This design comes from an exercise in tuning for small area, a short achievable clock period and few clock cycles on the open sky130 flow, not from production work. The RTL was checked by simulation tests, not by an equivalence proof against the original design. Power figures rest on the tool's default switching activity, not on a simulated workload.

==> v25 <==
## rbfc
module rbfc (
    input  wire        clk,
    input  wire        rst,         
    input  wire        bus_valid,
    input  wire        bus_write,
    input  wire [15:0] bus_addr,
    input  wire [1:0]  bus_size,    
    input  wire [31:0] bus_wdata,
    output reg         bus_rvalid,
    output reg         bus_err,
    output wire [31:0] bus_rdata,
    output wire        irq
);
    localparam integer IN_CAP  = 64;
    localparam integer OUT_CAP = 72;
    localparam integer NU      = 70;            
    localparam [31:0] ID_VALUE  = 32'h52424631;
    localparam [31:0] RSV_VALUE = 32'hFF0A0D00;
    localparam [31:0] CFG_VALUE = 32'h0000FC04;
    localparam [3:0] E_OK = 4'd0, E_SHORT = 4'd1, E_CSUM = 4'd2, E_BADOP = 4'd3,
                     E_LEN = 4'd4;
    localparam [3:0] S_IDLE = 4'd0,
                     S_FH   = 4'd1,    
                     S_FN   = 4'd2,    
                     S_DS   = 4'd3,    
  ...
clock: 15.0 ns
lec_check: 0
cap_margin: 20
core_margin: 2
core_utilization: 40
place_density: 0.55
slew_margin: 20
run.sh (not shown) runs the stock make flow with config.mk's settings and CLKGATE_MAP_FILE= SYNTH_SCRIPT=/design/flow/synth_recipe.tcl, a recipe that flattens the netlist after the stock synthesis.
==> inputs of v11, as changes to v25 <==
--- a/flow/design.v
+++ b/flow/design.v
@@ -131,27 +131,30 @@
         endcase
     end
     wire [6:0] lane0_idx = bus_addr[6:0];
     wire [6:0] lane1_idx = {bus_addr[6:1], 1'b1};
     wire [6:0] out_last  = out_len - 7'd1;
     reg  [3:0] term_q;
     reg        sub_q;
+    reg        rdok_q;       
     reg  [31:0] raw_q;
     always @(posedge clk) begin
         if (rst) begin
             bus_rvalid <= 1'b0;
             bus_err    <= 1'b0;
             raw_q      <= 32'd0;
             term_q     <= 4'd0;
             sub_q      <= 1'b0;
+            rdok_q     <= 1'b0;
         end else begin
             bus_rvalid <= bus_valid;
             bus_err    <= bus_valid & ~bus_ok;
             raw_q      <= (bus_addr[15:14] == 2'b00) ? reg_rdata : win_rdata;
             sub_q      <= bus_addr[15] & out_frame;
+            rdok_q     <= rd;
             term_q[0]  <= bus_addr[15] & out_frame & (lane0_idx == out_last);
             term_q[1]  <= bus_addr[15] & out_frame & (bus_size != 2'd0) & (lane1_idx == out_last);
             term_q[2]  <= bus_addr[15] & out_frame & (bus_size == 2'd2) & ({bus_addr[6:2], 2'd2} == out_last);
             term_q[3]  <= bus_addr[15] & out_frame & (bus_size == 2'd2) & ({bus_addr[6:2], 2'd3} == out_last);
         end
     end
     function [7:0] subst;
@@ -164,15 +167,15 @@
                 default: subst = d;
             endcase
         end
     endfunction
     genvar gl;
     generate
         for (gl = 0; gl < 4; gl = gl + 1) begin : lane
-            assign bus_rdata[8*gl +: 8] = term_q[gl] ? 8'h0D :
+            assign bus_rdata[8*gl +: 8] = ~{8{rdok_q}} ? 8'h00 : term_q[gl] ? 8'h0D :
                                           sub_q ? subst(raw_q[8*gl +: 8]) : raw_q[8*gl +: 8];
         end
     endgenerate
     function [31:0] crc_byte;
         input [31:0] c;
         input [7:0]  d;
         integer b;
==> flow/config.mk (replaced) <==
export PLATFORM = sky130hd
export DESIGN_NAME = rbfc
export DESIGN_NICKNAME = rbfc
export VERILOG_FILES = /design/flow/design.v
export SDC_FILE = /design/flow/constraint.sdc
export NUM_CORES = 4
export LEC_CHECK = 0
export CAP_MARGIN = 20
export CORE_MARGIN = 2
export CORE_UTILIZATION = 55
export PLACE_DENSITY = 0.7
export SLEW_MARGIN = 20
==> inputs of v14, as changes to v25 <==
--- a/flow/design.v
+++ b/flow/design.v
@@ -47,14 +47,15 @@
     reg [6:0]  idx;          
     reg [7:0]  fb;           
     reg [7:0]  db;           
     reg        dsd;          
     reg        is0d;         
     reg        dv;           
     reg [1:0]  ac;           
+    reg [6:0]  rem;          
     reg        started;      
     reg        ph;           
     reg [31:0] ew;           
     wire [2:0] nbytes = (bus_size == 2'd0) ? 3'd1 : (bus_size == 2'd1) ? 3'd2 : 3'd4;
     wire misaligned = (bus_size == 2'd1 && bus_addr[0]) ||
                       (bus_size == 2'd2 && bus_addr[1:0] != 2'b00);
     wire size_ok  = (bus_size != 2'd3) && !misaligned;
@@ -131,27 +132,30 @@
         endcase
     end
     wire [6:0] lane0_idx = bus_addr[6:0];
     wire [6:0] lane1_idx = {bus_addr[6:1], 1'b1};
     wire [6:0] out_last  = out_len - 7'd1;
     reg  [3:0] term_q;
     reg        sub_q;
+    reg        rdok_q;       
     reg  [31:0] raw_q;
     always @(posedge clk) begin
         if (rst) begin
             bus_rvalid <= 1'b0;
             bus_err    <= 1'b0;
             raw_q      <= 32'd0;
             term_q     <= 4'd0;
             sub_q      <= 1'b0;
+            rdok_q     <= 1'b0;
         end else begin
             bus_rvalid <= bus_valid;
             bus_err    <= bus_valid & ~bus_ok;
             raw_q      <= (bus_addr[15:14] == 2'b00) ? reg_rdata : win_rdata;
             sub_q      <= bus_addr[15] & out_frame;
+            rdok_q     <= rd;
             term_q[0]  <= bus_addr[15] & out_frame & (lane0_idx == out_last);
             term_q[1]  <= bus_addr[15] & out_frame & (bus_size != 2'd0) & (lane1_idx == out_last);
             term_q[2]  <= bus_addr[15] & out_frame & (bus_size == 2'd2) & ({bus_addr[6:2], 2'd2} == out_last);
             term_q[3]  <= bus_addr[15] & out_frame & (bus_size == 2'd2) & ({bus_addr[6:2], 2'd3} == out_last);
         end
     end
     function [7:0] subst;
@@ -164,15 +168,15 @@
                 default: subst = d;
             endcase
         end
     endfunction
     genvar gl;
     generate
         for (gl = 0; gl < 4; gl = gl + 1) begin : lane
-            assign bus_rdata[8*gl +: 8] = term_q[gl] ? 8'h0D :
+            assign bus_rdata[8*gl +: 8] = ~{8{rdok_q}} ? 8'h00 : term_q[gl] ? 8'h0D :
                                           sub_q ? subst(raw_q[8*gl +: 8]) : raw_q[8*gl +: 8];
         end
     endgenerate
     function [31:0] crc_byte;
         input [31:0] c;
         input [7:0]  d;
         integer b;
@@ -188,16 +192,14 @@
     wire [31:0] crc2 = crc_byte(crc1, crc_src[15:8]);
     wire [31:0] crc3 = crc_byte(crc2, crc_src[23:16]);
     wire [31:0] crc4 = crc_byte(crc3, crc_src[31:24]);
     wire [31:0] crc_next = (crc_cnt == 3'd1) ? crc1 : (crc_cnt == 3'd2) ? crc2 :
                            (crc_cnt == 3'd3) ? crc3 : crc4;
     wire [6:0] n7       = in_len[6:0];
     wire       len_bad  = (in_len > IN_CAP);
-    wire [6:0] rem_in   = n7 + 7'd4 - idx;      
-    wire [6:0] rem_out  = out_len + 7'd4 - idx;  
     wire [7:0] in_sel_byte = in_word[8*eidx[1:0] +: 8];
     wire fb_rsv = (fb == 8'h00) || (fb == 8'h0D) || (fb == 8'h0A) || (fb == 8'hFF);
     reg [7:0] unsub;
     always @(*) begin
         case (fb)
             8'hFC: unsub = 8'h00;
             8'hFD: unsub = 8'h0D;
@@ -268,29 +270,28 @@
             assign okv[k] = ~lt[k] | (a_frame ? (cur < 9'd252) : ~cur[8]);
         end
     endgenerate
     wire arr_ok = &okv;
     wire [31:0] ns_src;
     wire [31:0] in_be = {ew[7:0], ew[15:8], ew[23:16], ew[31:24]};
     wire [3:0]  in_mask;    
-    assign in_mask[3] = (rem_in > 7'd0);
-    assign in_mask[2] = (rem_in > 7'd1);
-    assign in_mask[1] = (rem_in > 7'd2);
-    assign in_mask[0] = (rem_in > 7'd3);
+    assign in_mask[3] = (rem > 7'd0);
+    assign in_mask[2] = (rem > 7'd1);
+    assign in_mask[1] = (rem > 7'd2);
+    assign in_mask[0] = (rem > 7'd3);
     wire [31:0] in_be_m = in_be & {{8{in_mask[3]}}, {8{in_mask[2]}}, {8{in_mask[1]}}, {8{in_mask[0]}}};
     assign ns_src = (ac == 2'd1) ? arg0 : (ac == 2'd2) ? arg1 : (ac == 2'd3) ? arg2 : in_be_m;
     wire [31:0] ns_sum = result + {16'd0, ns_src[31:16]} + {16'd0, ns_src[15:0]};
     wire [16:0] ns_f1  = {1'b0, result[15:0]} + {1'b0, result[31:16]};
     wire [15:0] ns_f2  = ns_f1[15:0] + {15'd0, ns_f1[16]};
     always @(*) begin
         crc_src = ew;
-        crc_cnt = (rem_in >= 7'd4) ? 3'd4 : rem_in[2:0];
+        crc_cnt = (rem >= 7'd4) ? 3'd4 : rem[2:0];
         case (state)
             S_FH: begin crc_src = {24'd0, fb}; crc_cnt = 3'd1; end
-            S_DC: crc_cnt = (rem_out >= 7'd4) ? 3'd4 : rem_out[2:0];
             default: ;
         endcase
     end
     wire eng_go = ~stall;
     wire [31:0] x_next = {result1[23:0], 8'd0} - {result1[29:0], 2'b00} + {24'd0, db};
     integer i;
     always @(posedge clk) begin
@@ -341,14 +342,15 @@
                 4'h1: begin
                     if (len_bad) errcode <= E_LEN;
                     else if (n7 == 7'd0) begin
                         result <= 32'd0; result1 <= 32'd0;
                     end else begin
                         busy <= 1'b1; done <= 1'b0; state <= S_CR;
                         result <= 32'hFFFFFFFF;
+                        rem <= n7;
                         idx <= 7'd4;     
                     end
                 end
                 4'h2: begin
                     if (len_bad) errcode <= E_LEN;
                     else begin
                         busy <= 1'b1; done <= 1'b0; state <= S_FH;
@@ -388,14 +390,15 @@
                 4'h6, 4'h7: begin
                     if (len_bad) errcode <= E_LEN;
                     else if (n7 == 7'd0 && !bus_wdata[0]) begin
                         result <= 32'h0000FFFF; result1 <= 32'd0;
                     end else begin
                         busy <= 1'b1; done <= 1'b0; state <= S_NS;
                         result <= 32'd0;
+                        rem <= n7;
                         idx <= 7'd4;     
                         ac <= bus_wdata[0] ? 2'd1 : 2'd0;
                     end
                 end
                 default: errcode <= E_BADOP;
                 endcase
             end
@@ -472,14 +475,15 @@
                             nptr <= 7'd0;
                             ohr  <= {{(NU-1){1'b0}}, 1'b1};
                             idx <= 7'd0;
                             ph <= 1'b0;
                         end else begin
                             state <= S_DC;
                             out_len <= nptr - 7'd5;    
+                            rem <= nptr - 7'd5;
                             idx <= 7'd4;               
                             result <= 32'hFFFFFFFF;
                         end
                     end
                 end
                 S_DL: begin
                     ph <= ~ph;
@@ -491,45 +495,48 @@
                             state <= S_DN;
                             idx <= 7'd0;
                         end
                     end
                 end
                 S_DC: begin
                     idx <= idx + 7'd4;
-                    if (out_len == 7'd0 || rem_out <= 7'd4) begin
+                    rem <= rem - 7'd4;
+                    if (rem <= 7'd4) begin
                         state <= S_IDLE; busy <= 1'b0; done <= 1'b1;
                         out_frame <= 1'b0;
-                        result <= (out_len == 7'd0) ? 32'd0 : ~crc_next;
-                        if (((out_len == 7'd0) ? 32'd0 : ~crc_next) == result1) begin
+                        result <= (rem == 7'd0) ? 32'd0 : ~crc_next;
+                        if (((rem == 7'd0) ? 32'd0 : ~crc_next) == result1) begin
                             errcode <= E_OK;
                             result1 <= result1;
                         end else begin
                             errcode <= E_CSUM;
                             out_len <= 7'd0;
                         end
                     end else
                         result <= crc_next;
                 end
                 S_CR: begin
                     idx <= idx + 7'd4;
-                    if (rem_in <= 7'd4) begin
+                    rem <= rem - 7'd4;
+                    if (rem <= 7'd4) begin
                         state <= S_IDLE; busy <= 1'b0; done <= 1'b1;
                         result <= ~crc_next; result1 <= 32'd0;
                     end else
                         result <= crc_next;
                 end
                 S_NS: begin
                     if (ac != 2'd0) begin
                         ac <= (ac == 2'd3) ? 2'd0 : ac + 2'd1;
                         if (ac == 2'd3 && n7 == 7'd0)
                             state <= S_NF;
                         result <= ns_sum;
                     end else begin
                         idx <= idx + 7'd4;
-                        if (rem_in <= 7'd4)
+                        rem <= rem - 7'd4;
+                        if (rem <= 7'd4)
                             state <= S_NF;
                         result <= ns_sum;
                     end
                 end
                 S_NF: begin
                     state <= S_IDLE; busy <= 1'b0; done <= 1'b1;
                     result <= {16'd0, ~ns_f2}; result1 <= 32'd0;
==> metrics.csv <==
metric,value,unit
result of the run,"complete, no violations",
switching part of the total power,40.0,%
Bufs and invs on worst path,5,
multi-input gate count,14500,
area enclosed by the die boundary,0.278,mm²
(the above is from v11)
==> metrics.csv <==
metric,value,unit
switching part of the total power,39.2,%
Bufs and invs on worst path,4,
result of the run,failed layout checks,
set of violated layout checks,max-slew violations,
multi-input gate count,14300,
max-slew violation total from the final report,39,
(the above is from v14)
==> metrics.csv <==
metric,value,unit
setup fix buffers added after clock tree synthesis,0,
switching part of the total power,40.2,%
register area,0.0424,mm²
Bufs and invs on worst path,3,
result of the run,"complete, no violations",
area enclosed by the die boundary,0.379,mm²
(the above is from v25)
Testbench counts of v25, summed over its fixed seeds: cycles 8,957.
Testbench counts of v11, summed over its fixed seeds: cycles 8,957.
Testbench counts of v14, summed over its fixed seeds: cycles 8,957.

## what the ideal ports hide
Ports are ideal in the flow. The routed layouts listed here were re-timed in OpenROAD. Step 1, drivers: a clkbuf_16 drives clk and a buf_2 each remaining input, both assumed. Step 2 adds t to the input delays and takes it off the output delays; t is the mean of the earliest and latest rising clock arrival at the registers after step 1. Input paths then give back, and output paths get back, about the clock's delay inside the block. Three values: ideal ports, drivers, drivers and shift; two values: the first two.
| run | t, ns | slack for setup (ns) | worst hold slack (ns) | worst setup path at the end |
|---|---|---|---|---|
| v25 | 1.050 | 5.943 / 5.943 / 5.147 | 0.467 / 0.467 / 0.467 | input to register |
| v11 | 1.028 | 5.552 / 5.552 / 4.936 | 0.454 / 0.454 / 0.454 | input to register |
| v14 | 1.072 | 5.663 / 5.745 / 4.673 | 0.465 / 0.465 / 0.465 | input to register |
The setup slack of v14, which loses most, moves by +0.082 ns with the drivers and by -0.990 ns with both steps.
